From an optimization exercise on the open Yosys and OpenROAD flow, aimed at small area; shortcuts taken in it are not production practice. RTL that was checked went through simulation tests only; none was proved equivalent to the original. For runs 1 and 2, only the layout was checked, not whether the RTL still works. Power figures rest on the tool's default switching activity, not on a simulated workload.

--- config.mk ---
export PLATFORM = sky130hd
export DESIGN_NAME = mix_core
export DESIGN_NICKNAME = mix_core
export VERILOG_FILES = /design/flow/design.v
export SDC_FILE = /design/flow/constraint.sdc
export NUM_CORES = 4
export LEC_CHECK = 0
export ABC_AREA = 1
export CAP_MARGIN = 20
export CORE_MARGIN = 2
export CORE_UTILIZATION = 55
export CTS_BUF_LIST = sky130_fd_sc_hd__clkbuf_4 sky130_fd_sc_hd__clkbuf_8
export PLACE_DENSITY = 0.7
export SLEW_MARGIN = 20
--- constraint.sdc ---
create_clock -name core_clock -period 10.0 [get_ports {clk}]
set_input_delay 2.0000 -clock core_clock [delete_from_list [all_inputs] [get_ports {clk}]]
set_output_delay 2.0000 -clock core_clock [all_outputs]
set_load 0.01 [all_outputs]
--- design.v ---
module mix_core (
    input  wire        clk,
    input  wire        rst,
    output wire        mem_req,
    output wire        mem_we,
    output wire [11:0] mem_addr,
    output wire [30:0] mem_wdata,
    input  wire        mem_ack,
    input  wire [30:0] mem_rdata,
    output wire        halted,
    output reg  [2:0]  fault_kind,
    output wire [13:0] fault_operand,
    output reg  [11:0] pc,
    output reg         ov,
    output wire [30:0] rA,
    output wire [30:0] rX,
    output wire [12:0] rI1,
    output wire [12:0] rI2,
    output wire [12:0] rI3,
    output wire [12:0] rI4,
    output wire [12:0] rI5,
    output wire [12:0] rI6
);
    localparam [3:0] S_CLEAR = 4'd0;    
    localparam [3:0] S_COPY  = 4'd1;    
    localparam [3:0] S_FETCH = 4'd2;    
    localparam [3:0] S_INC   = 4'd3;    
    localparam [3:0] S_FOP   = 4'd4;    
    localparam [3:0] S_EA    = 4'd5;    
    localparam [3:0] S_READ  = 4'd6;    
    localparam [3:0] S_EXEC  = 4'd8;    
    localparam [3:0] S_NEG   = 4'd9;    
    localparam [3:0] S_WRITE = 4'd10;   
    localparam [3:0] S_HALT  = 4'd11;
    reg [3:0]  st;
    reg [2:0]  bj;      
    reg [3:0]  byc;     
    reg [29:0] a_m;  reg a_s;
    reg [29:0] x_m;  reg x_s;
    reg [11:0] i1_m, i2_m, i3_m, i4_m, i5_m, i6_m;
    reg        i1_s, i2_s, i3_s, i4_s, i5_s, i6_s;
    reg [29:0] wb_m; reg wb_s;    
    reg [13:0] fo;                
    reg [11:0] ir;                
    reg        f_a, f_b, f_c;     
    assign rA  = {a_s, a_m};
    assign rX  = {x_s, x_m};
    assign rI1 = {i1_s, i1_m};
    assign rI2 = {i2_s, i2_m};
    assign rI3 = {i3_s, i3_m};
    assign rI4 = {i4_s, i4_m};
    assign rI5 = {i5_s, i5_m};
    assign rI6 = {i6_s, i6_m};
    assign fault_operand = fo;
    assign halted    = (st == S_HALT);
    assign mem_addr  = fo[11:0];
    assign mem_wdata = {wb_s, wb_m};
    wire fo_bad = fo[13] | fo[12] | ((&fo[11:7]) & (fo[6] | fo[5]));
    wire s_clear = (st == S_CLEAR);
    wire s_copy  = (st == S_COPY);
    wire s_fetch = (st == S_FETCH);
    wire s_inc   = (st == S_INC);
    wire s_fop   = (st == S_FOP);
    wire s_ea    = (st == S_EA);
    wire s_read  = (st == S_READ);
    wire s_exec  = (st == S_EXEC);
    wire s_neg   = (st == S_NEG);
    wire s_write = (st == S_WRITE);
    assign mem_req = ((s_fetch | s_read) & ~fo_bad) | s_write;
    assign mem_we  = s_write;
    wire p0 = ~bj[2] & ~bj[0];
    wire p1 = ~bj[1] &  bj[0];
    wire p2 = ~bj[2] &  bj[1];
    wire p5 =  bj[2] & ~bj[1];
    wire [3:0] b = byc;
    wire lt1  = ~b[3] & ~b[2] & ~b[1] & ~b[0];
    wire lt2  = ~b[3] & ~b[2] & ~b[1];
    wire lt3  = ~b[3] & ~b[2] & ~(b[1] & b[0]);
    wire lt4  = ~b[3] & ~b[2];
    wire lt5  = ~b[3] & ~(b[2] & (b[1] | b[0]));
    wire lt6  = ~b[3] & ~(b[2] & b[1]);
    wire lt7  = ~b[3] & ~(b[2] & b[1] & b[0]);
    wire lt8  = ~b[3];
    wire lt9  = ~b[3] | (~b[2] & ~b[1] & ~b[0]);
    wire lt10 = ~b[3] | (~b[2] & ~b[1]);
    wire end14 = (b == 4'd2) & p1;
    wire end12 = (b == 4'd1) & p5;
    wire end30 = (b == 4'd4) & p5;
    wire end60 = (b == 4'd9) & p5;
    wire [2:0] fl = ir[11:9];
    wire [2:0] fr = ir[8:6];
    wire [5:0] c  = ir[5:0];
    wire lz      = (fl == 3'd0);
    wire is_ar   = (c == 6'd1) | (c == 6'd2);
    wire is_sub  = c[1];
    wire is_ld   = (c[5:3] == 3'b001) | (c[5:3] == 3'b010);
    wire is_ldn  = c[4];
    wire is_st   = (c[5:3] == 3'b011) | (c[5:1] == 5'b10000);
    wire known   = is_ar | is_ld | is_st;
    wire st_zero = c[5];
    wire [2:0] dsel = c[2:0] & {3{~is_ar}};
    wire half    = (dsel != 3'd0) & (dsel != 3'd7);
    wire st_half = is_st & ((half & ~st_zero) | (c == 6'd32));
    reg [2:0] fk;
    always @(*) begin
        case ({fl, fr})
            6'o01: fk = 3'd1;  6'o02: fk = 3'd2;  6'o03: fk = 3'd3;
            6'o04: fk = 3'd4;  6'o05: fk = 3'd5;
            6'o11: fk = 3'd1;  6'o12: fk = 3'd2;  6'o13: fk = 3'd3;
            6'o14: fk = 3'd4;  6'o15: fk = 3'd5;
            6'o22: fk = 3'd1;  6'o23: fk = 3'd2;  6'o24: fk = 3'd3;
            6'o25: fk = 3'd4;
            6'o33: fk = 3'd1;  6'o34: fk = 3'd2;  6'o35: fk = 3'd3;
            6'o44: fk = 3'd1;  6'o45: fk = 3'd2;
            6'o55: fk = 3'd1;
            default: fk = 3'd0;
        endcase
    end
    wire k_big    = fk[2] | (fk[1] & fk[0]);
    wire f_bad_ir = (fr[2] & fr[1]) | (fl > fr);
    reg lt_d, lt_e, lt_dw;
    always @(*) begin
        case (fr)
            3'd0: begin lt_d = lt5; lt_dw = half ? lt7 : lt10; end
            3'd1: begin lt_d = lt4; lt_dw = half ? lt6 : lt9;  end
            3'd2: begin lt_d = lt3; lt_dw = half ? lt5 : lt8;  end
            3'd3: begin lt_d = lt2; lt_dw = half ? lt4 : lt7;  end
            3'd4: begin lt_d = lt1; lt_dw = half ? lt3 : lt6;  end
            default: begin lt_d = 1'b0; lt_dw = half ? lt2 : lt5; end
        endcase
        case (fl)
            3'd0, 3'd1: lt_e = lt5;
            3'd2: lt_e = lt4;
            3'd3: lt_e = lt3;
            3'd4: lt_e = lt2;
            default: lt_e = lt1;
        endcase
    end
    wire [2:0] idx = s_ea ? wb_m[14:12] : dsel;
    reg  src_b, src_s;
    always @(*) begin
        case (idx)
            3'd0: begin src_b = a_m[0];  src_s = a_s;  end
            3'd1: begin src_b = i1_m[0]; src_s = i1_s; end
            3'd2: begin src_b = i2_m[0]; src_s = i2_s; end
            3'd3: begin src_b = i3_m[0]; src_s = i3_s; end
            3'd4: begin src_b = i4_m[0]; src_s = i4_s; end
            3'd5: begin src_b = i5_m[0]; src_s = i5_s; end
            3'd6: begin src_b = i6_m[0]; src_s = i6_s; end
            default: begin src_b = x_m[0]; src_s = x_s; end
        endcase
    end
    wire i_nz  = |wb_m[17:12];
    wire ea_ma = lt2 & wb_m[18];
    wire ea_mb = lt2 & i_nz & src_b;
    wire ea_a  = ea_ma ^ (wb_s & f_a);
    wire ea_b  = ea_mb ^ (i_nz & src_s & f_b);
    wire ea_s  = ea_a ^ ea_b ^ f_c;
    wire ea_c  = (ea_a & ea_b) | (f_c & (ea_a | ea_b));
    wire sa    = lz & a_s;
    wire sb    = (lz & wb_s) ^ is_sub;
    wire diff  = sa ^ sb;
    wire ad_a  = lt_e & a_m[0];
    wire ad_b  = (lt_e & wb_m[0]) ^ diff;
    wire ad_s  = ad_a ^ ad_b ^ f_c;
    wire ad_c  = (ad_a & ad_b) | (f_c & (ad_a | ad_b));
    wire adding = s_exec & ~lt_d & lt_dw;
    wire r_sb   = (lz & mem_rdata[30]) ^ is_sub;
    wire r_diff = sa ^ r_sb;
    wire newbit = s_neg ? (a_m[0] ^ f_c) :
                  s_exec ? (is_ar ? ad_s : (lt_e & wb_m[0])) : 1'b0;
    wire rot    = s_ea | (s_exec & (is_st | lt_d));
    wire ex_en  = s_exec & (is_st ? (~st_zero & ~lt_d & lt_dw) : lt_dw);
    wire ea_en  = s_ea & lt2 & i_nz;
    wire ie_en  = ex_en | ea_en;
    wire en_a   = s_clear | s_neg | (ex_en & (dsel == 3'd0));
    wire en_x   = s_clear | (ex_en & (dsel == 3'd7));
    wire en_i1  = s_clear | (ie_en & (idx == 3'd1));
    wire en_i2  = s_clear | (ie_en & (idx == 3'd2));
    wire en_i3  = s_clear | (ie_en & (idx == 3'd3));
    wire en_i4  = s_clear | (ie_en & (idx == 3'd4));
    wire en_i5  = s_clear | (ie_en & (idx == 3'd5));
    wire en_i6  = s_clear | (ie_en & (idx == 3'd6));
    wire ld_sign = lz & (mem_rdata[30] ^ is_ldn);
    wire ad_sign = (diff & ~f_c) ? sb : ((f_a | (f_c & ~diff)) ? sa : 1'b0);
    wire kbit = (p0 & fk[0]) | (p1 & fk[1]) | (p2 & fk[2]);
    wire fop_b = lt1 &
                 ((fault_kind == 3'd2) ? wb_m[12] :
                  (fault_kind == 3'd4) ? wb_m[0] :
                  f_bad_ir ? wb_m[6] : kbit);
    wire r_ibad = (mem_rdata[17:15] != 3'd0) | (&mem_rdata[14:12]);
    wire r_fbad = (mem_rdata[8] & mem_rdata[7]) | (mem_rdata[11:9] > mem_rdata[8:6]);
    wire ex5      = s_exec & lt5;
    wire wb_en_hi = s_ea ? lt2 : (ex5 | s_fop);
    wire wb_en_lo = ex5 | s_fop;
    wire wb_in    = s_ea ? wb_m[18] :
                    ((s_exec & is_st & ~lt_d & lt_e) ? (~st_zero & src_b) : wb_m[0]);
    wire rd_ack   = s_read & mem_ack;
    reg [3:0] st_n;
    always @(*) begin
        st_n = st;
        case (st)
            S_CLEAR: if (end30) st_n = S_COPY;
            S_COPY:  if (end14) st_n = S_FETCH;
            S_FETCH: if (fo_bad) st_n = S_HALT;
                     else if (mem_ack) st_n = (r_ibad | r_fbad) ? S_FOP : S_INC;
            S_INC:   if (end12) st_n = (~known | (st_half & k_big)) ? S_FOP : S_EA;
            S_FOP:   if (end14) st_n = S_HALT;
            S_EA:    if (end14) st_n = S_READ;
            S_READ:  if (fo_bad) st_n = S_HALT;
                     else if (mem_ack) st_n = S_EXEC;
            S_EXEC:  if (end60) st_n = is_st ? S_WRITE :
                                      ((is_ar & diff & ~f_c) ? S_NEG : S_COPY);
            S_NEG:   if (end30) st_n = S_COPY;
            S_WRITE: if (mem_ack) st_n = S_COPY;
            default: st_n = S_HALT;
        endcase
    end
    wire chg = (st_n != st);
    always @(posedge clk) begin
        if (rst) begin
            st  <= S_CLEAR;
            bj  <= 3'd0;
            byc <= 4'd0;
        end else begin
            st <= st_n;
            if (chg) begin
                bj  <= 3'd0;
                byc <= 4'd0;
            end else begin
                bj <= {bj[1:0], ~bj[2]};
                if (p5)
                    byc <= {b[3] ^ (b[2] & b[1] & b[0]), b[2] ^ (b[1] & b[0]),
                            b[1] ^ b[0], ~b[0]};
            end
        end
    end
    always @(posedge clk) begin
        if (s_fetch & fo_bad)
            fault_kind <= 3'd1;
        else if (s_fetch & mem_ack)
            fault_kind <= r_ibad ? 3'd2 : 3'd3;
        else if (s_inc)
            fault_kind <= known ? 3'd3 : 3'd4;
        else if (s_read)
            fault_kind <= 3'd1;
    end
    always @(posedge clk) begin
        if (chg) begin
            f_a <= 1'b0;
            f_b <= 1'b0;
            f_c <= s_read & r_diff;
        end else if (s_inc) begin
            f_c <= f_c | ~pc[0];
        end else if (s_ea) begin
            f_a <= f_a | ea_ma;
            f_b <= f_b | ea_mb;
            f_c <= ea_c;
        end else if (adding) begin
            f_a <= f_a | ad_s;
            f_c <= ad_c;
        end else if (s_neg) begin
            f_c <= f_c | a_m[0];
        end
    end
    always @(posedge clk) begin
        if (s_copy)
            fo <= {lt2 & pc[0], fo[13:1]};
        else if (s_ea)
            fo <= {ea_s, fo[13:1]};
        else if (s_fop)
            fo <= {fop_b, fo[13:1]};
    end
    always @(posedge clk) begin
        if (s_clear)
            pc <= {1'b0, pc[11:1]};
        else if (s_copy & lt2)
            pc <= {pc[0], pc[11:1]};
        else if (s_inc)
            pc <= {pc[0] ^ ~f_c, pc[11:1]};
    end
    always @(posedge clk) begin
        if (s_fetch & mem_ack)
            ir <= mem_rdata[11:0];
    end
    always @(posedge clk) begin
        if ((s_fetch | s_read) & mem_ack) begin
            wb_m <= mem_rdata[29:0];
            wb_s <= (rd_ack & is_st & lz) ? (~st_zero & src_s) : mem_rdata[30];
        end else begin
            if (wb_en_hi)
                wb_m[29:18] <= {wb_in, wb_m[29:19]};
            if (wb_en_lo)
                wb_m[17:0] <= {wb_m[18], wb_m[17:1]};
        end
    end
    always @(posedge clk) begin
        if (s_clear)
            ov <= 1'b0;
        else if (s_exec & end60 & is_ar & ~diff & f_c)
            ov <= 1'b1;
    end
    always @(posedge clk) begin
        if (en_a) a_m <= {(rot ? a_m[0] : newbit), a_m[29:1]};
        if (en_x) x_m <= {(rot ? x_m[0] : newbit), x_m[29:1]};
        if (en_i1) i1_m <= {(rot ? i1_m[0] : newbit), i1_m[11:1]};
        if (en_i2) i2_m <= {(rot ? i2_m[0] : newbit), i2_m[11:1]};
        if (en_i3) i3_m <= {(rot ? i3_m[0] : newbit), i3_m[11:1]};
        if (en_i4) i4_m <= {(rot ? i4_m[0] : newbit), i4_m[11:1]};
        if (en_i5) i5_m <= {(rot ? i5_m[0] : newbit), i5_m[11:1]};
        if (en_i6) i6_m <= {(rot ? i6_m[0] : newbit), i6_m[11:1]};
    end
    wire ld_ack = rd_ack & is_ld;
    always @(posedge clk) begin
        if (s_clear) begin
            a_s <= 1'b0; x_s <= 1'b0;
            i1_s <= 1'b0; i2_s <= 1'b0; i3_s <= 1'b0;
            i4_s <= 1'b0; i5_s <= 1'b0; i6_s <= 1'b0;
        end else begin
            if ((ld_ack & (dsel == 3'd0)) | (s_exec & end60 & is_ar))
                a_s <= s_exec ? ad_sign : ld_sign;
            if (ld_ack & (dsel == 3'd7)) x_s  <= ld_sign;
            if (ld_ack & (dsel == 3'd1)) i1_s <= ld_sign;
            if (ld_ack & (dsel == 3'd2)) i2_s <= ld_sign;
            if (ld_ack & (dsel == 3'd3)) i3_s <= ld_sign;
            if (ld_ack & (dsel == 3'd4)) i4_s <= ld_sign;
            if (ld_ack & (dsel == 3'd5)) i5_s <= ld_sign;
            if (ld_ack & (dsel == 3'd6)) i6_s <= ld_sign;
        end
    end
endmodule
--- flow/run.sh ---
#!/bin/bash
# Standard layout, with the smallest buffer on the ports.
set -euo pipefail
export BUFFER_PORTS_ARGS="-buffer_cell sky130_fd_sc_hd__buf_1"
bash standard.sh > standard.log 2>&1
--- standard.sh ---
#!/bin/bash
# synth_recipe.tcl (not shown) runs the flow's synth.tcl, then flattens the netlist and writes it again
# the make line also repeats each setting of config.mk as NAME=value (left out here)
make -C /OpenROAD-flow-scripts/flow DESIGN_CONFIG=/design/flow/config.mk WORK_HOME=/design/flow/orfs CLKGATE_MAP_FILE= SYNTH_SCRIPT=/design/flow/synth_recipe.tcl "${@:-finish}"
==> results of run 1 <==
[final timing paths]
check	startpoint	depth (start not counted)	slack (ns)	end
worst max-delay path	byc[0]	14	6.00	i1_m[11]
worst min-delay path	bj[2]	1	0.42	bj[0]
worst max register to register	byc[0]	14	6.00	i1_m[11]
worst min register to register	bj[2]	1	0.42	bj[0]
[state kept, by name, summed over array words and instances, names as in the netlist, 3 cells and up]
name,flops
st,4
i5_m,12
bj,3
i6_m,12
byc,4
i3_m,12
a_m,30
i4_m,12
ir,12
x_m,30
fo,14
i1_m,12
fk,3
i2_m,12
pc,12
wb_m,30
fault_kind,3
[per-stage QoR]
stage	std cells	power [mW]	utilization (%)
final	1415	2.87	66.5
after global routing	1415	3.02	66.5
after CTS	1415	2.90	66.5
after detailed placement	1353	2.14	62.6
after global placement	1352	2.12	62.6
after floorplan	907	1.84	-
[power breakdown]
group	total [mW]	switching, mW	internal (mW)	leakage, nW
Sequential	1.59	0.173	1.42	2.38
Clock	0.754	0.355	0.399	0.361
Combinational	0.526	0.375	0.151	1.91
[synthesized netlist by cell type (2+ instances only)]
master	number	share of area, %
sky130_fd_sc_hd__clkbuf_1	10	0.38
sky130_fd_sc_hd__ha_1	13	1.7
sky130_fd_sc_hd__a21oi_1	32	1.6
sky130_fd_sc_hd__buf_4	22	1.7
sky130_fd_sc_hd__nand3b_1	2	0.15
sky130_fd_sc_hd__edfxtp_1	201	61
sky130_fd_sc_hd__nand3_1	48	2.4
sky130_fd_sc_hd__a22oi_1	2	0.15
sky130_fd_sc_hd__nor2_4	2	0.23
sky130_fd_sc_hd__o21ai_0	55	2.8
sky130_fd_sc_hd__dfxtp_1	29	5.9
sky130_fd_sc_hd__nor2_2	12	0.76
sky130_fd_sc_hd__inv_1	80	3.0
sky130_fd_sc_hd__nor3b_1	2	0.15
sky130_fd_sc_hd__or2_2	2	0.13
sky130_fd_sc_hd__o211ai_1	6	0.46
sky130_fd_sc_hd__nand2_1	218	8.3
sky130_fd_sc_hd__nor2_1	75	2.9
sky130_fd_sc_hd__a31oi_1	2	0.13
sky130_fd_sc_hd__o21a_1	4	0.30
sky130_fd_sc_hd__nand4_1	16	1.0
sky130_fd_sc_hd__fa_1	2	0.41
sky130_fd_sc_hd__xor2_1	4	0.36
sky130_fd_sc_hd__o22ai_1	2	0.13
sky130_fd_sc_hd__nand2_2	4	0.25
sky130_fd_sc_hd__or2_1	3	0.19
sky130_fd_sc_hd__inv_2	18	0.69
sky130_fd_sc_hd__nor3_1	18	0.91
sky130_fd_sc_hd__o21ai_1	11	0.56
[cells by family after synthesis]
kind of cell,after synthesis,share of synthesized area (%)
simple gates,405,17.7
compound gates,120,6.68
buf+inv,132,5.95
flops,230,67.1
fa+ha+maj,15,2.06
xor+xnor,5,0.444
[final cells by class]
class	count	area, um2	area share, %
Clock buffer	49	612	5.28
Clock inverter	13	65.1	0.562
Inverter	98	368	3.18
Multi-Input combinational cell	545	2660	23.0
Sequential cell	230	6620	57.1
Tap cell	225	282	2.43
Timing Repair Buffer	255	980	8.46
[routing by layer]
| layer | wire [um] | vias to the layer above | part of all wire [%] |
|---|---|---|---|
| met5 | 0 | - | 0 |
| met1 | 10800 | 3521 | 44 |
| met2 | 11200 | 388 | 45 |
| li1 | - | 3608 | - |
| met3 | 2420 | 27 | 9.8 |
| met4 | 312 | 0 | 1.3 |
[worst max-delay path, cell delays in order, from the launching register on]
cell and delay (ns):
sky130_fd_sc_hd__dfxtp_1 0.46, sky130_fd_sc_hd__inv_1 0.19, sky130_fd_sc_hd__ha_1 0.25, sky130_fd_sc_hd__nand2_1 0.08, sky130_fd_sc_hd__nand2_1 0.11, sky130_fd_sc_hd__inv_1 0.12
sky130_fd_sc_hd__o21ai_0 0.08, sky130_fd_sc_hd__nand2_1 0.14, sky130_fd_sc_hd__nand2_1 0.09, sky130_fd_sc_hd__nand2_1 0.13, sky130_fd_sc_hd__xor2_1 0.22, sky130_fd_sc_hd__fa_1 0.48
sky130_fd_sc_hd__a22o_1 0.22, sky130_fd_sc_hd__o21ai_0 0.72, sky130_fd_sc_hd__o21ai_0 0.37
==> Implementation_results.wiki, run 1 <==
{| class="wikitable"
! Metric !! Value
|-
| Number of failing setup endpoints in the final timing report || 0
|-
| Half-perimeter wire length after placement || 18500 um
|-
| Dpl cell area || 10900 um2
|-
| Synth Register Bits || 230
|-
| Transition time at the pin with the least slew margin || 1.01 ns
|-
| Fraction of met1 tracks used by global routing || 35.9%
|-
| Total of max-cap violations || 0
|-
| IO Port Bufs || 249
|-
| Ratio of cells with drive above 1 in the final layout || 8.49%
|-
| Gp weighted congestion || 1.00
|-
| Synth Net Count || 956
|-
| Initial antenna violation count || 0
|-
| Overall global routing resource usage || 24.9%
|-
| Relative slew margins || 32.2%
|-
| Number of warnings printed during yosys synthesis || 1
|-
| Count of buffers added by post-CTS timing repair for setup || 0
|-
| GRT Max-Usage Layer || met2
|-
| Fmax || 0.250 GHz
|-
| Data required, critical path || 10.18 ns
|-
| Mapped Avg Cell Area || 10.9 um2
|-
| CTS buffer count || 37
|-
| Crit path arrival time || 4.19 ns
|-
| Row count || 48
|-
| Leak || 4.64 nW
|-
| Final Cycle Share || 40.0%
|-
| Post-Place Setup Slack || 5.66 ns
|-
| Largest fanout on the critical path || 8
|-
| Total via count in the routed design || 7544
|-
| CTS hold repair buffers || 0
|-
| GR Layer Usage met3 || 6.29%
|-
| Largest vdd supply drop || 0.229 mV
|-
| CTS root buf || sky130_fd_sc_hd__clkbuf_8
|-
| Shortest period the worst path allows || 4.00 ns
|-
| Number of global-route vias before repair || 6725
|-
| Number of enable flip-flop cells after synthesis || 201
|-
| Antenna Nets Post-Route || 0
|-
| Commonest register cell after synthesis || sky130_fd_sc_hd__edfxtp_1
|-
| Clock Latency Late Sink || 0.53 ns
|-
| Effective utilization at floorplan || 56.6%
|-
| Post-synthesis sequential area ratio || 67.1%
|-
| Remaining global-route overflow || 0
|-
| Fin nets || 1216
|-
| Cell variety after synth || 41
|-
| Ratio of total power to cell area || 248 nW/um2
|-
| Mean number of vias per cell || 5.33
|-
| Worst hold margin || 0.421 ns
|-
| DRC viols || 0
|-
| Most common cell after layout, fill and taps aside || sky130_fd_sc_hd__buf_1
|-
| Count of fill cells added during filler insertion || 1420
|-
| Wire length reported by the detailed router || 24700 um
|-
| Number of diodes || 0
|-
| Die Outline Area || 19000 um2
|-
| Count of boundary I/O pins || 250
|-
| First-pass GRT wire length || 36100 um
|-
| Layout Area Growth over Synthesis || 17.5%
|-
| Gate count after technology mapping || 907
|-
| Final instance area || 11600 um2
|-
| Endpoint class of the critical path || flip-flop
|-
| Average wire per standard cell || 17.5 um
|-
| Type of element launching the critical path || flip-flop
|-
| Final Max Tran Viols || 0
|-
| Grt met2 use || 38.2%
|-
| Fin worst setup slack || 6.00 ns
|-
| Setup repair after global routing missed its margin || false
|-
| Final worst clock skew || 0.0245 ns
|-
| TritonCTS sink count || 230
|-
| Total count of hold-check failures in the final report || 0
|-
| Run status || timing/DRC/antenna clean
|-
| CTS tree || built
|-
| Height of the die || 138 um
|-
| Width of the die || 138 um
|-
| Worst min-delay path category || flip-flop to flip-flop
|-
| Resized Gates After CTS || 0
|-
| Maximum number of pins on one net before global-route repair || 35
|-
| Cell area after synthesis || 9850 um2
|-
| Number of buffers on the longest clock path || 3
|-
| Iteration-0 DRC Markers || 540
|-
| Top library cells by usage in the layout, fill and taps aside || sky130_fd_sc_hd__buf_1, sky130_fd_sc_hd__nand2_1, sky130_fd_sc_hd__edfxtp_1, sky130_fd_sc_hd__inv_1, sky130_fd_sc_hd__nor2_1
|-
| H-tree levels || 2
|-
| Crit Path Category || flip-flop to flip-flop
|-
| DR pass1 iterations || 7
|-
| Setup_tns || 0 ns
|-
| Clk slew on worst S/H paths || 0.06 ns
|-
| Synth async-reset ratio || 0%
|-
| Standard cell core area || 17400 um2
|}
==> run 2: changes to the inputs <==
--- a/config.mk
+++ b/config.mk
@@ -11,3 +11,2 @@
 export CORE_UTILIZATION = 55
-export CTS_BUF_LIST = sky130_fd_sc_hd__clkbuf_4 sky130_fd_sc_hd__clkbuf_8
 export PLACE_DENSITY = 0.7
==> run 2 against run 1 <==
Compared with the run above: clock power rose by about 20%; area after synthesis did not move; clock skew barely moved; combinational power barely moved; still clean; critical endpoint unchanged.
==> Implementation_results.wiki, run 2 <==
{| class="wikitable"
! Metric !! Value
|-
| IO Port Bufs || 249
|-
| Data required, critical path || 10.17 ns
|-
| Relative slew margins || 31.2%
|-
| Remaining global-route overflow || 0
|-
| Source of the worst register-to-register timing path || byc[0]
|-
| Number of buffers on the longest clock path || 3
|-
| Combinational family with the most area after synthesis || simple AND/OR/NAND/NOR gates
|-
| Height of the die || 138 um
|-
| Mapped Avg Cell Area || 10.9 um2
|-
| Half-perimeter wire length after placement || 18500 um
|-
| Synthesized-area fraction occupied by and/or/nand/nor cells || 17.7%
|-
| Proportion of netlist area held by the largest area contributor || 61.2%
|-
| Standard cell core area || 17400 um2
|-
| Multiplexer share of the synthesized area || 0%
|-
| Final instance area || 11700 um2
|-
| Most common cell after layout, fill and taps aside || sky130_fd_sc_hd__buf_1
|-
| Cell area after synthesis || 9850 um2
|-
| Fraction of met1 tracks used by global routing || 36.8%
|-
| H-tree levels || 1
|-
| Total via count in the routed design || 7544
|-
| Grt met2 use || 39.4%
|-
| Bufs and invs on worst path || 2
|-
| Effective utilization at floorplan || 56.6%
|-
| Endpoint class of the critical path || flip-flop
|-
| CTS root buf || sky130_fd_sc_hd__clkbuf_16
|-
| Synth async-reset ratio || 0%
|-
| Cell variety after synth || 41
|-
| Post-synthesis sequential area ratio || 67.1%
|-
| DRC viols || 0
|-
| Die Outline Area || 19000 um2
|-
| Area share of fa/ha/maj cells after synthesis || 2.06%
|-
| Synth Net Count || 956
|-
| Maximum number of pins on one net before global-route repair || 35
|-
| CTS tree || built
|-
| Number of failing setup endpoints in the final timing report || 0
|-
| Ratio of total power to cell area || 259 nW/um2
|-
| Setup repair after global routing missed its margin || false
|-
| Type of element launching the critical path || flip-flop
|-
| Number of diodes || 0
|-
| Top library cells by usage in the layout, fill and taps aside || sky130_fd_sc_hd__buf_1, sky130_fd_sc_hd__nand2_1, sky130_fd_sc_hd__edfxtp_1, sky130_fd_sc_hd__inv_1, sky130_fd_sc_hd__nor2_1
|-
| Commonest register cell after synthesis || sky130_fd_sc_hd__edfxtp_1
|-
| Number of global-route vias before repair || 6620
|-
| Final Max Tran Viols || 0
|-
| Post-Place Setup Slack || 5.66 ns
|-
| Largest vdd supply drop || 0.218 mV
|-
| Finished Layout Cells || 1397
|-
| Largest registers in the final layout || a_m x30, wb_m x30, x_m x30
|-
| CTS buffer count || 24
|-
| Top post-synthesis cells by count || sky130_fd_sc_hd__nand2_1, sky130_fd_sc_hd__edfxtp_1, sky130_fd_sc_hd__inv_1
|-
| Top post-synthesis cells by area || sky130_fd_sc_hd__edfxtp_1, sky130_fd_sc_hd__nand2_1, sky130_fd_sc_hd__dfxtp_1
|-
| Row count || 48
|-
| Fin nets || 1203
|-
| Worst min-delay path category || flip-flop to flip-flop
|-
| Synth Register Bits || 230
|-
| First-pass GRT wire length || 36600 um
|-
| Total of max-cap violations || 0
|-
| Wire length reported by the detailed router || 25100 um
|-
| Dpl cell area || 10900 um2
|-
| Number of warnings printed during yosys synthesis || 1
|-
| DR pass1 iterations || 5
|-
| Crit path arrival time || 4.20 ns
|-
| Layout Area Growth over Synthesis || 18.8%
|-
| Xor/xnor cell area share of the yosys netlist || 0.444%
|-
| Gate count after technology mapping || 907
|-
| Shortest period the worst path allows || 4.03 ns
|-
| Ratio of cells with drive above 1 in the final layout || 7.17%
|-
| Count of buffers added by post-CTS timing repair for setup || 0
|-
| Cell with the most instances after synthesis || sky130_fd_sc_hd__nand2_1
|-
| Final worst clock skew || 0.0243 ns
|-
| Clk slew on worst S/H paths || 0.06 ns
|-
| Delay contributed by the slowest stage of the critical path || 0.72 ns
|-
| Clock Latency Late Sink || 0.53 ns
|-
| Compound-Gate Fraction of Synth Area || 6.68%
|-
| CP dominant cell by count || sky130_fd_sc_hd__nand2_1
|-
| Iteration-0 DRC Markers || 597
|-
| Fmax || 0.248 GHz
|-
| Number of enable flip-flop cells after synthesis || 201
|-
| Placed Cells || 1353
|-
| TritonCTS sink count || 230
|-
| Final Cycle Share || 40.3%
|-
| Average wire per standard cell || 18.0 um
|-
| GRT Max-Usage Layer || met2
|-
| Mean number of vias per cell || 5.40
|-
| Gp weighted congestion || 1.00
|-
| Fin worst setup slack || 5.97 ns
|-
| Start point of the critical path || byc[0]
|-
| Transition time at the pin with the least slew margin || 1.03 ns
|-
| Overall global routing resource usage || 25.3%
|-
| Resized Gates After CTS || 0
|-
| Width of the die || 138 um
|-
| Cell-by-cell listing of the critical path || inv_1, ha_1, nand2_1, nand2_1, inv_1, o21ai_0, nand2_1, nand2_1, nand2_1, xor2_1, fa_1, a22o_1, o21ai_0, o21ai_0
|-
| CTS hold repair buffers || 0
|-
| Crit Path Category || flip-flop to flip-flop
|-
| Leak || 4.68 nW
|-
| Largest fanout on the critical path || 8
|-
| Slowest library cell on the worst path || sky130_fd_sc_hd__o21ai_0
|-
| Setup_tns || 0 ns
|-
| Initial antenna violation count || 0
|-
| Worst hold margin || 0.416 ns
|-
| Crit-path leading delay family || compound AO/OA/AOI/OAI gates
|-
| Antenna Nets Post-Route || 0
|-
| Total count of hold-check failures in the final report || 0
|-
| GR Layer Usage met3 || 5.77%
|-
| Count of boundary I/O pins || 250
|-
| Library cell with the largest summed area after synthesis || sky130_fd_sc_hd__edfxtp_1
|-
| Hold path startpoint || bj[2]
|-
| Run status || timing/DRC/antenna clean
|}
## run 2: cell counts after synthesis
No cell type changed its count.
## run 2: per-stage QoR
step / total power, mW / utilization (%)
after floorplan: 1.84 / -
after global placement: 2.12 / 62.6
after detailed placement: 2.14 / 62.6
after CTS: 3.05 / 67.2
after global routing: 3.17 / 67.2
final: 3.03 / 67.2
## run 2: layout make-up
class                           instances  area [um2]
Tap cell                              225         282
Inverter                               98         368
Clock inverter                         10         115
Multi-Input combinational cell        545        2660
Sequential cell                       230        6620
Timing Repair Buffer                  255         980
Clock buffer                           34         688
Fill cell                            1372        5710
## run 2: cells by family after synthesis
kind of cell               after synthesis
xor gates and xnor gates                 5
AOI/OAI and AO/OA                      120
DFF                                    230
buffers and inverters                  132
and+or+nand+nor                        405
adders and majority gates               15
## run 2: final timing paths
check	end	slack [ns]	cells after the start
hold reg to reg	bj[0]	0.42	1
setup / recovery	i1_m[11]	5.97	14
setup reg to reg	i1_m[11]	5.97	14
hold / removal	bj[0]	0.42	1
## run 2: power breakdown
group	total (mW)	leakage (nW)	internal (mW)	switching (mW)
clock	0.902	0.392	0.533	0.369
combinational	0.528	1.91	0.151	0.377
sequential	1.60	2.38	1.42	0.180
## run 2: layer usage
| metal | share of wire (%) | up-vias |
|---|---|---|
| li1 | - | 3585 |
| met1 | 43 | 3546 |
| met2 | 46 | 385 |
| met3 | 9.7 | 28 |
| met4 | 1.5 | 0 |
| met5 | 0 | - |
==> run 3: changes to the inputs <==
--- a/design.v
+++ b/design.v
@@ -86,4 +86,2 @@
     wire end14 = (b == 4'd2) & p1;
-    wire end12 = (b == 4'd1) & p5;
-    wire end30 = (b == 4'd4) & p5;
     wire end60 = (b == 4'd9) & p5;
@@ -103,17 +101,4 @@
     wire st_half = is_st & ((half & ~st_zero) | (c == 6'd32));
-    reg [2:0] fk;
-    always @(*) begin
-        case ({fl, fr})
-            6'o01: fk = 3'd1;  6'o02: fk = 3'd2;  6'o03: fk = 3'd3;
-            6'o04: fk = 3'd4;  6'o05: fk = 3'd5;
-            6'o11: fk = 3'd1;  6'o12: fk = 3'd2;  6'o13: fk = 3'd3;
-            6'o14: fk = 3'd4;  6'o15: fk = 3'd5;
-            6'o22: fk = 3'd1;  6'o23: fk = 3'd2;  6'o24: fk = 3'd3;
-            6'o25: fk = 3'd4;
-            6'o33: fk = 3'd1;  6'o34: fk = 3'd2;  6'o35: fk = 3'd3;
-            6'o44: fk = 3'd1;  6'o45: fk = 3'd2;
-            6'o55: fk = 3'd1;
-            default: fk = 3'd0;
-        endcase
-    end
+    wire [2:0] fs = lz ? 3'd1 : fl;
+    wire [2:0] fk = (lz & (fr == 3'd0)) ? 3'd0 : (fr - fs + 3'd1);
     wire k_big    = fk[2] | (fk[1] & fk[0]);
@@ -175,3 +160,3 @@
     wire ie_en  = ex_en | ea_en;
-    wire en_a   = s_clear | s_neg | (ex_en & (dsel == 3'd0));
+    wire en_a   = s_clear | (s_neg & lt5) | (ex_en & (dsel == 3'd0));
     wire en_x   = s_clear | (ex_en & (dsel == 3'd7));
@@ -202,3 +187,3 @@
         case (st)
-            S_CLEAR: if (end30) st_n = S_COPY;
+            S_CLEAR: if (end60) st_n = S_COPY;
             S_COPY:  if (end14) st_n = S_FETCH;
@@ -206,3 +191,3 @@
                      else if (mem_ack) st_n = (r_ibad | r_fbad) ? S_FOP : S_INC;
-            S_INC:   if (end12) st_n = (~known | (st_half & k_big)) ? S_FOP : S_EA;
+            S_INC:   if (end14) st_n = (~known | (st_half & k_big)) ? S_FOP : S_EA;
             S_FOP:   if (end14) st_n = S_HALT;
@@ -213,3 +198,3 @@
                                       ((is_ar & diff & ~f_c) ? S_NEG : S_COPY);
-            S_NEG:   if (end30) st_n = S_COPY;
+            S_NEG:   if (end60) st_n = S_COPY;
             S_WRITE: if (mem_ack) st_n = S_COPY;
@@ -218,3 +203,4 @@
     end
-    wire chg = (st_n != st);
+    wire chg = mem_ack | (end14 & (s_copy | s_inc | s_fop | s_ea)) |
+               (end60 & (s_clear | s_exec | s_neg));
     always @(posedge clk) begin
@@ -252,3 +238,3 @@
             f_c <= s_read & r_diff;
-        end else if (s_inc) begin
+        end else if (s_inc & lt2) begin
             f_c <= f_c | ~pc[0];
@@ -261,3 +247,3 @@
             f_c <= ad_c;
-        end else if (s_neg) begin
+        end else if (s_neg & lt5) begin
             f_c <= f_c | a_m[0];
@@ -278,3 +264,3 @@
             pc <= {pc[0], pc[11:1]};
-        else if (s_inc)
+        else if (s_inc & lt2)
             pc <= {pc[0] ^ ~f_c, pc[11:1]};
==> flow/run.sh (replaced) <==
#!/bin/bash
# Standard layout, with the smallest buffer on the ports and a clock tree of small buffers.
set -euo pipefail
export BUFFER_PORTS_ARGS="-buffer_cell sky130_fd_sc_hd__buf_1"
export CTS_ARGS="-sink_clustering_enable -repair_clock_nets -dont_use_dummy_load -buf_list sky130_fd_sc_hd__clkbuf_4 -root_buf sky130_fd_sc_hd__clkbuf_4 -sink_clustering_buffer sky130_fd_sc_hd__clkbuf_4"
bash standard.sh > standard.log 2>&1
==> run 3 against run 2 <==
Compared with the run above: clock power shrank 38%; critical path depth shrank 8; final cell count fell by 2.9%; combinational power rose by 110%; clock skew rose by 0.065 ns; total power up 21%; area after synthesis shrank 2.4%; hold slack worse by 0.042 ns; core utilization is 2.6 points lower; final area down 5.2%; synthesized cell count is 6.2% lower; critical endpoint is now wb_m[6]; highest routed layer unchanged.
==> Implementation_results.wiki, run 3 <==
{| class="wikitable"
! Metric !! Value
|-
| Library cell with the largest summed area after synthesis || sky130_fd_sc_hd__edfxtp_1
|-
| H-tree levels || 2
|-
| Largest vdd supply drop || 0.182 mV
|-
| Worst hold margin || 0.374 ns
|-
| Number of warnings printed during yosys synthesis || 1
|-
| Start point of the critical path || mem_ack
|-
| Clock Latency Late Sink || 0.68 ns
|-
| Setup repair after global routing missed its margin || false
|-
| Final instance area || 11100 um2
|-
| Cell with the most instances after synthesis || sky130_fd_sc_hd__edfxtp_1
|-
| Cell area after synthesis || 9620 um2
|-
| Remaining global-route overflow || 0
|-
| Ratio of cells with drive above 1 in the final layout || 8.85%
|-
| Dpl cell area || 10700 um2
|-
| Top post-synthesis cells by count || sky130_fd_sc_hd__edfxtp_1, sky130_fd_sc_hd__nand2_1, sky130_fd_sc_hd__inv_1
|-
| Synth async-reset ratio || 0%
|-
| Largest fanout on the critical path || 35
|-
| Resized Gates After CTS || 0
|-
| Mean number of vias per cell || 5.39
|-
| Number of global-route vias before repair || 6651
|-
| Area share of fa/ha/maj cells after synthesis || 2.50%
|-
| Effective utilization at floorplan || 56.0%
|-
| Count of fill cells added during filler insertion || 1447
|-
| Final Cycle Share || 41.3%
|-
| Die Outline Area || 18600 um2
|-
| Top library cells by usage in the layout, fill and taps aside || sky130_fd_sc_hd__buf_1, sky130_fd_sc_hd__edfxtp_1, sky130_fd_sc_hd__nand2_1, sky130_fd_sc_hd__inv_1, sky130_fd_sc_hd__nor2_1
|-
| DR pass1 iterations || 7
|-
| CTS buffer count || 56
|-
| Half-perimeter wire length after placement || 17600 um
|-
| First-pass GRT wire length || 34600 um
|-
| Compound-Gate Fraction of Synth Area || 6.94%
|-
| Count of buffers added by post-CTS timing repair for setup || 0
|-
| Average wire per standard cell || 17.2 um
|-
| Number of buffers on the longest clock path || 3
|-
| Crit path arrival time || 4.37 ns
|-
| Gp weighted congestion || 0.933
|-
| Height of the die || 136 um
|-
| Worst min-delay path category || flip-flop to flip-flop
|-
| Setup_tns || 0 ns
|-
| Transition time at the pin with the least slew margin || 0.950 ns
|-
| Area taken by multi-input logic gates || 2470 um2
|-
| Finished Layout Cells || 1356
|-
| Placed Cells || 1299
|-
| Fmax || 0.242 GHz
|-
| Total of max-cap violations || 0
|-
| Synth Register Bits || 227
|-
| Number of enable flip-flop cells after synthesis || 201
|-
| Leak || 4.22 nW
|-
| Clk slew on worst S/H paths || 0.06 ns
|-
| Endpoint of the worst-slack reg-to-reg timing path || i6_m[5]
|-
| Gate count after technology mapping || 851
|-
| Worst R2R Path Depth || 13
|-
| Number of failing setup endpoints in the final timing report || 0
|-
| Wire length reported by the detailed router || 23400 um
|-
| Post-Place Setup Slack || 5.26 ns
|-
| Final worst clock skew || 0.0893 ns
|-
| Mapped Avg Cell Area || 11.3 um2
|-
| CTS hold repair buffers || 0
|-
| Endpoint class of the critical path || flip-flop
|-
| Relative slew margins || 36.3%
|-
| Xor/xnor cell area share of the yosys netlist || 0.819%
|-
| Width of the die || 136 um
|-
| Final Max Tran Viols || 0
|-
| Ratio of total power to cell area || 331 nW/um2
|-
| Synthesized-area fraction occupied by and/or/nand/nor cells || 15.3%
|-
| TritonCTS sink count || 227
|-
| Iteration-0 DRC Markers || 561
|-
| Total count of hold-check failures in the final report || 0
|-
| CTS root buf || sky130_fd_sc_hd__clkbuf_4
|-
| Maximum number of pins on one net before global-route repair || 36
|-
| Top post-synthesis cells by area || sky130_fd_sc_hd__edfxtp_1, sky130_fd_sc_hd__nand2_1, sky130_fd_sc_hd__dfxtp_1
|-
| Source of the worst register-to-register timing path || byc[0]
|-
| Most common cell after layout, fill and taps aside || sky130_fd_sc_hd__buf_1
|-
| Overall global routing resource usage || 24.4%
|-
| Min-Delay Path Depth || 0
|-
| Antenna Nets Post-Route || 0
|-
| Final core area utilization || 64.6%
|-
| Reg2Reg Setup Slack || 6.70 ns
|-
| Commonest register cell after synthesis || sky130_fd_sc_hd__edfxtp_1
|-
| Multiplexer share of the synthesized area || 0%
|-
| Layout Area Growth over Synthesis || 15.4%
|-
| Cell variety after synth || 43
|-
| Standard cell core area || 17200 um2
|-
| Fin worst setup slack || 5.87 ns
|-
| Fin nets || 1184
|-
| Data required, critical path || 10.24 ns
|-
| Count of boundary I/O pins || 250
|-
| Combinational family with the most area after synthesis || simple AND/OR/NAND/NOR gates
|-
| Worst Hold Endpoint || a_m[27]
|-
| Hold path startpoint || a_m[28]
|-
| Initial antenna violation count || 1
|-
| DRC viols || 0
|-
| Reg area || 6560 um2
|-
| Row count || 48
|-
| Post-synthesis sequential area ratio || 68.1%
|-
| Type of element launching the critical path || primary input
|-
| CTS tree || built
|-
| Crit Path Category || primary input to flip-flop
|-
| Total via count in the routed design || 7311
|-
| Run status || timing/DRC/antenna clean
|-
| Shortest period the worst path allows || 4.13 ns
|-
| Proportion of netlist area held by the largest area contributor || 62.7%
|-
| PnR Total Power || 3.67 mW
|-
| Largest registers in the final layout || a_m x30, wb_m x30, x_m x30
|-
| IO Port Bufs || 249
|-
| Synth Net Count || 903
|}
## run 3: cell type report
type,instances,share of cell area [%]
sequential,227,59.1
multi-input combinational,486,22.3
timing repair buffer,252,8.62
clock buffer,56,3.79
inverter,109,3.69
tap,225,2.54
antenna,1,0.0225
## run 3: how the worst max path moves through the flow
stage                    end  slack, ns  depth (start not counted)
floorplan             x_m[0]       5.81                         11
global placement    wb_m[15]       5.31                          6
detailed placement   wb_m[6]       5.26                          6
CTS                  wb_m[6]       5.91                          6
global route         wb_m[6]       5.66                          6
finish               wb_m[6]       5.87                          6
## run 3: where the power goes
| group | total, mW | switching, mW | internal, mW | leakage (nW) |
|---|---|---|---|---|
| Clock | 0.560 | 0.307 | 0.253 | 0.258 |
| Combinational | 1.12 | 0.824 | 0.297 | 1.80 |
| Sequential | 1.99 | 0.287 | 1.71 | 2.16 |
| Total | 3.67 | 1.42 | 2.26 | 4.22 |
## run 3: logic make-up after synthesis
group | Yosys count
compound gates | 111
xor+xnor | 9
fa+ha+maj | 18
buf+inv | 138
flops | 227
simple gates | 348
## run 3: worst max-delay path: stages
cell,delay (ns)
sky130_fd_sc_hd__buf_1,0.13
sky130_fd_sc_hd__inv_1,0.14
sky130_fd_sc_hd__nor2_1,0.13
sky130_fd_sc_hd__buf_4,0.30
sky130_fd_sc_hd__clkinv_1,0.74
sky130_fd_sc_hd__nand2_1,0.90
## run 3: layer usage
| layer | vias up | global-route usage, % | routed length [um] |
|---|---|---|---|
| li1 | 3451 | - | - |
| met2 | 392 | 37.5 | 10400 |
| met3 | 42 | 7.12 | 2490 |
| met1 | 3426 | 34.1 | 9980 |
| met5 | - | 0 | 0 |
| met4 | 0 | 7.06 | 456 |
==> run 4: changes to the inputs <==
==> flow/run.sh (replaced) <==
#!/bin/bash
# Standard layout, with the smallest buffer on the ports and a clock tree of small buffers.
set -euo pipefail
export BUFFER_PORTS_ARGS="-buffer_cell sky130_fd_sc_hd__buf_1"
export CTS_ARGS="-sink_clustering_enable -repair_clock_nets -dont_use_dummy_load -buf_list sky130_fd_sc_hd__clkbuf_2 -root_buf sky130_fd_sc_hd__clkbuf_8 -sink_clustering_buffer sky130_fd_sc_hd__clkbuf_2 -sink_clustering_size 12"
bash standard.sh > standard.log 2>&1
==> run 4 against run 3 <==
Compared with the run above: clock skew fell by 0.024 ns; sequential share of layout area rose by 0.61 points; register-to-register slack got worse by 0.04 ns; hold slack improved by 0.024 ns; final area fell by 1.0%; first-iteration DRC count rose by 7.5%; core utilization fell by 0.66 points; critical path type unchanged; highest routed layer unchanged.
==> Implementation_results.wiki, run 4 <==
{| class="wikitable"
! Metric !! Value
|-
| Number of global-route vias before repair || 6615
|-
| Largest registers in the final layout || a_m x30, wb_m x30, x_m x30
|-
| Wire length reported by the detailed router || 23400 um
|-
| Fmax || 0.234 GHz
|-
| Antenna Nets Post-Route || 0
|-
| Synth Register Bits || 227
|-
| Type of element launching the critical path || primary input
|-
| Reg2Reg Setup Slack || 6.66 ns
|-
| Data required, critical path || 10.12 ns
|-
| Dpl cell area || 10700 um2
|-
| Relative slew margins || 35.7%
|-
| Overall global routing resource usage || 24.4%
|-
| Largest fanout on the critical path || 35
|-
| Xor/xnor cell area share of the yosys netlist || 0.819%
|-
| TritonCTS sink count || 227
|-
| Count of fill cells added during filler insertion || 1462
|-
| Largest vdd supply drop || 0.166 mV
|-
| H-tree levels || 2
|-
| Area taken by multi-input logic gates || 2470 um2
|-
| Clock Latency Late Sink || 0.55 ns
|-
| Final Max Tran Viols || 0
|-
| Top post-synthesis cells by area || sky130_fd_sc_hd__edfxtp_1, sky130_fd_sc_hd__nand2_1, sky130_fd_sc_hd__dfxtp_1
|-
| CTS hold repair buffers || 0
|-
| Number of diodes || 0
|-
| Ratio of total power to cell area || 328 nW/um2
|-
| Cell area after synthesis || 9620 um2
|-
| Top library cells by usage in the layout, fill and taps aside || sky130_fd_sc_hd__buf_1, sky130_fd_sc_hd__edfxtp_1, sky130_fd_sc_hd__nand2_1, sky130_fd_sc_hd__inv_1, sky130_fd_sc_hd__nor2_1
|-
| Die Outline Area || 18600 um2
|-
| Most common cell after layout, fill and taps aside || sky130_fd_sc_hd__buf_1
|-
| Total count of hold-check failures in the final report || 0
|-
| Bufs and invs on worst path || 4
|-
| Initial antenna violation count || 0
|-
| Reg area || 6560 um2
|-
| Mean number of vias per cell || 5.37
|-
| Crit Path Category || primary input to flip-flop
|-
| Setup_tns || 0 ns
|-
| Proportion of netlist area held by the largest area contributor || 62.7%
|-
| Half-perimeter wire length after placement || 17600 um
|-
| Synth Net Count || 903
|-
| Compound-Gate Fraction of Synth Area || 6.94%
|-
| Remaining global-route overflow || 0
|-
| Transition time at the pin with the least slew margin || 0.958 ns
|-
| Finished Layout Cells || 1352
|-
| Layout Area Growth over Synthesis || 14.2%
|-
| Row count || 48
|-
| Area share of fa/ha/maj cells after synthesis || 2.50%
|-
| Gp weighted congestion || 0.933
|-
| Count of boundary I/O pins || 250
|-
| Maximum number of pins on one net before global-route repair || 36
|-
| PnR Total Power || 3.60 mW
|-
| Clk slew on worst S/H paths || 0.08 ns
|-
| Hold path startpoint || bj[2]
|-
| CTS tree || built
|-
| Ratio of cells with drive above 1 in the final layout || 8.61%
|-
| Leak || 4.20 nW
|-
| Resized Gates After CTS || 0
|-
| Crit-path leading delay family || buffers and inverters
|-
| Standard cell core area || 17200 um2
|-
| IO Port Bufs || 249
|-
| Post-synthesis sequential area ratio || 68.1%
|-
| Top post-synthesis cells by count || sky130_fd_sc_hd__edfxtp_1, sky130_fd_sc_hd__nand2_1, sky130_fd_sc_hd__inv_1
|-
| Average wire per standard cell || 17.3 um
|-
| Library cell with the largest summed area after synthesis || sky130_fd_sc_hd__edfxtp_1
|-
| Total via count in the routed design || 7261
|-
| Combinational family with the most area after synthesis || simple AND/OR/NAND/NOR gates
|-
| Number of enable flip-flop cells after synthesis || 201
|-
| DRC viols || 0
|-
| Slowest library cell on the worst path || sky130_fd_sc_hd__nand2_1
|-
| Synth async-reset ratio || 0%
|-
| Placed Cells || 1299
|-
| Multiplexer share of the synthesized area || 0%
|-
| Fin worst setup slack || 5.73 ns
|-
| Delay contributed by the slowest stage of the critical path || 0.91 ns
|-
| Gate count after technology mapping || 851
|-
| Mapped Avg Cell Area || 11.3 um2
|-
| Crit path arrival time || 4.39 ns
|-
| Cell with the most instances after synthesis || sky130_fd_sc_hd__edfxtp_1
|-
| Cell variety after synth || 43
|-
| DR pass1 iterations || 6
|-
| Shortest period the worst path allows || 4.27 ns
|-
| Iteration-0 DRC Markers || 603
|-
| Cell-by-cell listing of the critical path || buf_1, inv_1, nor2_1, buf_4, clkinv_1, nand2_1
|-
| Height of the die || 136 um
|-
| Worst min-delay path category || flip-flop to flip-flop
|-
| CTS root buf || sky130_fd_sc_hd__clkbuf_8
|-
| CTS buffer count || 53
|-
| Commonest register cell after synthesis || sky130_fd_sc_hd__edfxtp_1
|-
| Count of buffers added by post-CTS timing repair for setup || 0
|-
| Endpoint class of the critical path || flip-flop
|-
| First-pass GRT wire length || 34600 um
|-
| Min-Delay Path Depth || 1
|-
| Final instance area || 11000 um2
|-
| Worst R2R Path Depth || 13
|-
| Final Cycle Share || 42.7%
|-
| Total of max-cap violations || 0
|-
| Number of buffers on the longest clock path || 3
|-
| Setup repair after global routing missed its margin || false
|-
| Synthesized-area fraction occupied by and/or/nand/nor cells || 15.3%
|-
| Effective utilization at floorplan || 56.0%
|-
| Endpoint of the worst-slack reg-to-reg timing path || i6_m[6]
|-
| Run status || timing/DRC/antenna clean
|-
| Number of warnings printed during yosys synthesis || 1
|-
| Source of the worst register-to-register timing path || byc[0]
|-
| Post-Place Setup Slack || 5.26 ns
|-
| Fin nets || 1181
|-
| Number of failing setup endpoints in the final timing report || 0
|-
| Width of the die || 136 um
|-
| Final worst clock skew || 0.0657 ns
|-
| Worst Hold Endpoint || bj[0]
|}
-- run 4: cell families (layout without fill, tap and decap cells) --
group,after synthesis,after routing
XOR/XNOR,9,9
buffers and inverters,138,414
AND/OR/NAND/NOR,348,348
AO/OA/AOI/OAI,111,111
adder cells (fa/ha/maj),18,18
flip-flops,227,227
-- run 4: final cells by class --
cell class | count | share of cell area (%)
clock buffer | 53 | 2.81
inverter | 109 | 3.72
multi-input combinational | 486 | 22.5
sequential | 227 | 59.7
tap | 225 | 2.56
timing repair buffer | 252 | 8.71
-- run 4: through the flow --
stage	util (%)	hold WS [ns]
floorplan	-	0.393
global placement	62.1	0.395
detailed placement	62.1	0.403
CTS	63.9	0.406
global route	64.0	0.420
finish	64.0	0.398
-- run 4: how the worst max path moves through the flow --
stage                     cells after the start  slack [ns]       end    start
after floorplan                              11        5.81    x_m[0]   byc[0]
after global placement                        6        5.31  wb_m[15]  mem_ack
after detailed placement                      6        5.26   wb_m[6]  mem_ack
after CTS                                     6        5.78   wb_m[7]  mem_ack
after global routing                          6        5.54   wb_m[7]  mem_ack
final                                         6        5.73   wb_m[7]  mem_ack
-- run 4: power by group --
part           leakage (nW)  total, mW  switching [mW]  internal, mW
clock network         0.235      0.486           0.313         0.173
registers              2.16       1.99           0.287          1.70
logic                  1.80       1.12           0.826         0.298
total                  4.20       3.60            1.43          2.17
-- run 4: routing by layer --
layer | up-vias | wire, um | GRT usage (%)
li1 | 3450 | - | -
met1 | 3396 | 10100 | 34.1
met2 | 385 | 10500 | 37.5
met3 | 30 | 2410 | 6.97
met4 | 0 | 351 | 7.18
met5 | - | 0 | 0
==> run 5: changes to the inputs <==
==> flow/run.sh (replaced) <==
#!/bin/bash
# Standard layout, with three changes: the combinational logic of the
# standard synthesis re-mapped by ABC with an area script (registers kept
# as the standard synthesis made them), the smallest buffer on the ports,
# and a clock tree of small buffers.
set -euo pipefail
export BUFFER_PORTS_ARGS="-buffer_cell sky130_fd_sc_hd__buf_1"
export CTS_ARGS="-sink_clustering_enable -repair_clock_nets -dont_use_dummy_load -buf_list sky130_fd_sc_hd__clkbuf_8 -root_buf sky130_fd_sc_hd__clkbuf_8 -sink_clustering_buffer sky130_fd_sc_hd__clkbuf_8 -sink_clustering_size 20 -sink_clustering_max_diameter 50"
YOSYS=${YOSYS_EXE:-$(command -v yosys || echo "$FLOW_HOME/../tools/install/yosys/bin/yosys")}
R=orfs/results/$FLOW_PLATFORM/mix_core/base

bash standard.sh synth > standard_synth.log 2>&1
cp "$R/1_2_yosys.v" standard.v
cp "$FLOW_HOME/platforms/$FLOW_PLATFORM/lib/sky130_fd_sc_hd__tt_025C_1v80.lib" lib.lib
"$YOSYS" -s flow/remap.ys > remap.log 2>&1
rm -f lib.lib
cp remapped.v "$R/1_2_yosys.v"
bash standard.sh finish > standard_finish.log 2>&1
==> flow/remap.abc (new file) <==
strash
&get -n
&deepsyn -T 60
&put
dch -f
amap
topo
==> flow/remap.ys (new file) <==
# Re-map the combinational logic of the standard synthesis with a stronger
# area script. The standard synthesis's registers stay as they are: their
# cells are black boxes here, so names, count and cell types are kept.
read_liberty -ignore_miss_func -ignore_miss_dir lib.lib
blackbox sky130_fd_sc_hd__dfbbn_1 sky130_fd_sc_hd__dfbbn_2 sky130_fd_sc_hd__dfbbp_1 sky130_fd_sc_hd__dfrbp_1
blackbox sky130_fd_sc_hd__dfrbp_2 sky130_fd_sc_hd__dfrtn_1 sky130_fd_sc_hd__dfrtp_1 sky130_fd_sc_hd__dfrtp_2
blackbox sky130_fd_sc_hd__dfrtp_4 sky130_fd_sc_hd__dfsbp_1 sky130_fd_sc_hd__dfsbp_2 sky130_fd_sc_hd__dfstp_1
blackbox sky130_fd_sc_hd__dfstp_2 sky130_fd_sc_hd__dfstp_4 sky130_fd_sc_hd__dfxbp_1 sky130_fd_sc_hd__dfxbp_2
blackbox sky130_fd_sc_hd__dfxtp_1 sky130_fd_sc_hd__dfxtp_2 sky130_fd_sc_hd__dfxtp_4 sky130_fd_sc_hd__dlclkp_1
blackbox sky130_fd_sc_hd__dlclkp_2 sky130_fd_sc_hd__dlclkp_4 sky130_fd_sc_hd__dlrbn_1 sky130_fd_sc_hd__dlrbn_2
blackbox sky130_fd_sc_hd__dlrbp_1 sky130_fd_sc_hd__dlrbp_2 sky130_fd_sc_hd__dlrtn_1 sky130_fd_sc_hd__dlrtn_2
blackbox sky130_fd_sc_hd__dlrtn_4 sky130_fd_sc_hd__dlrtp_1 sky130_fd_sc_hd__dlrtp_2 sky130_fd_sc_hd__dlrtp_4
blackbox sky130_fd_sc_hd__dlxbn_1 sky130_fd_sc_hd__dlxbn_2 sky130_fd_sc_hd__dlxbp_1 sky130_fd_sc_hd__dlxtn_1
blackbox sky130_fd_sc_hd__dlxtn_2 sky130_fd_sc_hd__dlxtn_4 sky130_fd_sc_hd__dlxtp_1 sky130_fd_sc_hd__edfxbp_1
blackbox sky130_fd_sc_hd__edfxtp_1 sky130_fd_sc_hd__lpflow_inputisolatch_1 sky130_fd_sc_hd__sdfbbn_1 sky130_fd_sc_hd__sdfbbn_2
blackbox sky130_fd_sc_hd__sdfbbp_1 sky130_fd_sc_hd__sdfrbp_1 sky130_fd_sc_hd__sdfrbp_2 sky130_fd_sc_hd__sdfrtn_1
blackbox sky130_fd_sc_hd__sdfrtp_1 sky130_fd_sc_hd__sdfrtp_2 sky130_fd_sc_hd__sdfrtp_4 sky130_fd_sc_hd__sdfsbp_1
blackbox sky130_fd_sc_hd__sdfsbp_2 sky130_fd_sc_hd__sdfstp_1 sky130_fd_sc_hd__sdfstp_2 sky130_fd_sc_hd__sdfstp_4
blackbox sky130_fd_sc_hd__sdfxbp_1 sky130_fd_sc_hd__sdfxbp_2 sky130_fd_sc_hd__sdfxtp_1 sky130_fd_sc_hd__sdfxtp_2
blackbox sky130_fd_sc_hd__sdfxtp_4 sky130_fd_sc_hd__sdlclkp_1 sky130_fd_sc_hd__sdlclkp_2 sky130_fd_sc_hd__sdlclkp_4
blackbox sky130_fd_sc_hd__sedfxbp_1 sky130_fd_sc_hd__sedfxbp_2 sky130_fd_sc_hd__sedfxtp_1 sky130_fd_sc_hd__sedfxtp_2
blackbox sky130_fd_sc_hd__sedfxtp_4
read_verilog standard.v
hierarchy -top mix_core
flatten
rename -hide w:*.*
opt_clean -purge
stat
abc -liberty lib.lib -dont_use sky130_fd_sc_hd__lpflow_* -dont_use sky130_fd_sc_hd__probe_p_8 -dont_use sky130_fd_sc_hd__probec_p_8 -script flow/remap.abc
opt_clean -purge
hilomap -singleton -hicell sky130_fd_sc_hd__conb_1 HI -locell sky130_fd_sc_hd__conb_1 LO
hierarchy -top mix_core
stat -liberty lib.lib
write_verilog -noattr -nohex -nodec remapped.v
==> run 5 against run 4 <==
Compared with the run above: still clean on timing, DRC and antenna; sequential power down 19%; first-iteration DRC count down 28%; clock power about the same; area after synthesis down 10%; wire length down 9.7%; clock-buffer cell count down 30; final cell count down 17%; final area down 6.7%; core utilization up 2.9 points; critical endpoint is now halted; largest cell class unchanged; largest power group unchanged; highest routed layer unchanged.
==> Implementation_results.wiki, run 5 <==
{| class="wikitable"
! Metric !! Value
|-
| Total via count in the routed design || 6358
|-
| Row count || 45
|-
| Top library cells by usage in the layout, fill and taps aside || sky130_fd_sc_hd__buf_1, sky130_fd_sc_hd__edfxtp_1, sky130_fd_sc_hd__nor2_1, sky130_fd_sc_hd__clkinv_1, sky130_fd_sc_hd__nand2_1
|-
| Maximum number of pins on one net before global-route repair || 34
|-
| Endpoint class of the critical path || output port
|-
| Clock network fraction of design power || 18.0%
|-
| Shortest period the worst path allows || 4.37 ns
|-
| Largest registers in the final layout || a_m x30, wb_m x30, x_m x30
|-
| Final worst clock skew || 0.0690 ns
|-
| Number of warnings printed during yosys synthesis || 1
|-
| Worst hold margin || 0.406 ns
|-
| Total of max-cap violations || 0
|-
| CTS hold repair buffers || 0
|-
| Count of buffers added by post-CTS timing repair for setup || 0
|-
| Antenna Nets Post-Route || 0
|-
| Sw frac || 32.5%
|-
| Number of global-route vias before repair || 5777
|-
| CTS root buf || sky130_fd_sc_hd__clkbuf_8
|-
| Leak || 3.47 nW
|-
| TritonCTS sink count || 227
|-
| DR pass1 iterations || 4
|-
| Run status || timing/DRC/antenna clean
|-
| DRC viols || 0
|-
| Initial antenna violation count || 0
|-
| Half-perimeter wire length after placement || 15800 um
|-
| First-pass GRT wire length || 31600 um
|-
| Setup_tns || 0 ns
|-
| Ratio of cells with drive above 1 in the final layout || 3.75%
|-
| Part of the power in combinational logic || 22.2%
|-
| Final Max Tran Viols || 0
|-
| CTS tree || built
|-
| Gp weighted congestion || 0.943
|-
| Height of the die || 129 um
|-
| Reg2Reg Setup Slack || 6.11 ns
|-
| Number of diodes || 0
|-
| Relative slew margins || 25.5%
|-
| Fin nets || 942
|-
| Sequential power share || 59.7%
|-
| Synth Net Count || 660
|-
| Largest fanout on the critical path || 5
|-
| Cell area after synthesis || 8650 um2
|-
| Most common cell after layout, fill and taps aside || sky130_fd_sc_hd__buf_1
|-
| Worst min-delay path category || flip-flop to flip-flop
|-
| Die Outline Area || 16800 um2
|-
| Mapped Avg Cell Area || 13.8 um2
|-
| Switching Power || 874 uW
|-
| Setup repair after global routing missed its margin || false
|-
| Average wire per standard cell || 18.9 um
|-
| Data required, critical path || 8.00 ns
|-
| Resized Gates After CTS || 0
|-
| Clk slew on worst S/H paths || 0.10 ns
|-
| Width of the die || 129 um
|-
| Type of element launching the critical path || flip-flop
|-
| Overall global routing resource usage || 24.2%
|-
| Gate count after technology mapping || 626
|-
| Layout Area Growth over Synthesis || 18.4%
|-
| Final Cycle Share || 43.7%
|-
| Clock Latency Late Sink || 0.55 ns
|-
| Number of failing setup endpoints in the final timing report || 0
|-
| Number of buffers on the longest clock path || 3
|-
| Mean number of vias per cell || 5.69
|-
| Effective utilization at floorplan || 56.5%
|-
| Remaining global-route overflow || 0
|-
| Ratio of total power to cell area || 262 nW/um2
|-
| Largest vdd supply drop || 0.157 mV
|-
| Iteration-0 DRC Markers || 433
|-
| Standard cell core area || 15300 um2
|-
| Wire length reported by the detailed router || 21100 um
|-
| IO Port Bufs || 249
|-
| Transition time at the pin with the least slew margin || 1.11 ns
|-
| Crit path arrival time || 2.37 ns
|-
| Count of fill cells added during filler insertion || 1170
|-
| Crit Path Category || flip-flop to output port
|-
| Fmax || 0.229 GHz
|-
| CTS buffer count || 23
|-
| Total count of hold-check failures in the final report || 0
|-
| H-tree levels || 1
|-
| Final core area utilization || 66.9%
|-
| Count of boundary I/O pins || 250
|-
| Internal power component || 1.81 mW
|}
## run 5: final cells by class
type / count / area, um2 / share of cell area (%)
Inverter: 76 / 285 / 2.78
Tap cell: 211 / 264 / 2.58
Multi-Input combinational cell: 323 / 1830 / 17.9
Sequential cell: 227 / 6560 / 64.0
Clock buffer: 23 / 317 / 3.09
Timing Repair Buffer: 257 / 995 / 9.71
## run 5: layer usage
metal	GRT usage, %	vias to the layer above	part of all wire (%)
met5	0	-	0
met4	5.63	0	2.0
li1	-	2934	-
met3	5.00	30	9.3
met1	35.5	3066	43
met2	38.0	328	45
## run 5: power by group through the flow
stage	Clock, mW	Combinational (mW)	Sequential (mW)
3_5_place_dp	0	0.605	1.62
2_1_floorplan	0	0.176	1.73
3_3_place_gp	0	0.598	1.61
6_report	0.484	0.598	1.61
5_1_grt	0.530	0.661	1.64
4_1_cts	0.501	0.603	1.61
## run 5: critical path: stages, from the launching register on
cell	delay, ns
sky130_fd_sc_hd__dfxtp_1	0.39
sky130_fd_sc_hd__clkinv_1	0.16
sky130_fd_sc_hd__nand2_1	0.14
sky130_fd_sc_hd__nor2_1	0.07
sky130_fd_sc_hd__clkinv_1	0.09
sky130_fd_sc_hd__nor2_1	0.06
sky130_fd_sc_hd__nor3_1	0.29
sky130_fd_sc_hd__clkinv_1	0.18
sky130_fd_sc_hd__nor3_1	0.29
sky130_fd_sc_hd__buf_1	0.19
## run 5: worst paths after layout
path                            startpoint       to  cells past startpoint
worst min register to register     i6_m[9]  i6_m[8]                      0
worst max-delay path                 st[3]   halted                      9
worst max register to register       st[0]      f_c                     16
worst min-delay path               i6_m[9]  i6_m[8]                      0
## run 5: stage by stage
stage	std cells	worst slack [ns]	instance area, um2	total power [mW]
final	1117	5.63	10200	2.69
after global routing	1117	5.50	10200	2.83
after CTS	1116	5.63	10200	2.72
after detailed placement	1093	5.41	9920	2.23
after global placement	1093	5.48	9920	2.21
after floorplan	626	3.96	8650	1.90

## what the ideal ports hide
The results above use ideal ports. As a check the final layouts listed here were re-extracted and re-timed, cells and wires unchanged. Step 1 assumes that a clkbuf_16 drives the clock port and a buf_2 every other input. Step 2 moves the port delays by t, midway between the first and last clock arrival at a register: inputs arrive t later, outputs are due t later. That takes back most of the time a late clock gives input paths. a / b / c = no drivers / after step 1 / after step 2; a / b = the first two.
run | shift t [ns] | slack for setup (ns) | hold slack, ns
run 1 | 0.562 | 5.997 / 5.997 / 5.596 | 0.421 / 0.421 / 0.421
run 2 | 0.559 | 5.973 / 5.973 / 5.603 | 0.416 / 0.416 / 0.416
run 3 | 0.674 | 5.870 / 5.888 / 5.213 | 0.374 / 0.374 / 0.374
run 4 | 0.553 | 5.728 / 5.747 / 5.193 | 0.398 / 0.398 / 0.398
run 5 | 0.554 | 5.625 / 5.586 / 5.341 | 0.406 / 0.406 / 0.406
After both steps setup and hold are still met in every run listed. For run 3, which loses most, drivers alone change the setup slack by +0.018 ns; drivers and shift together by -0.657 ns.
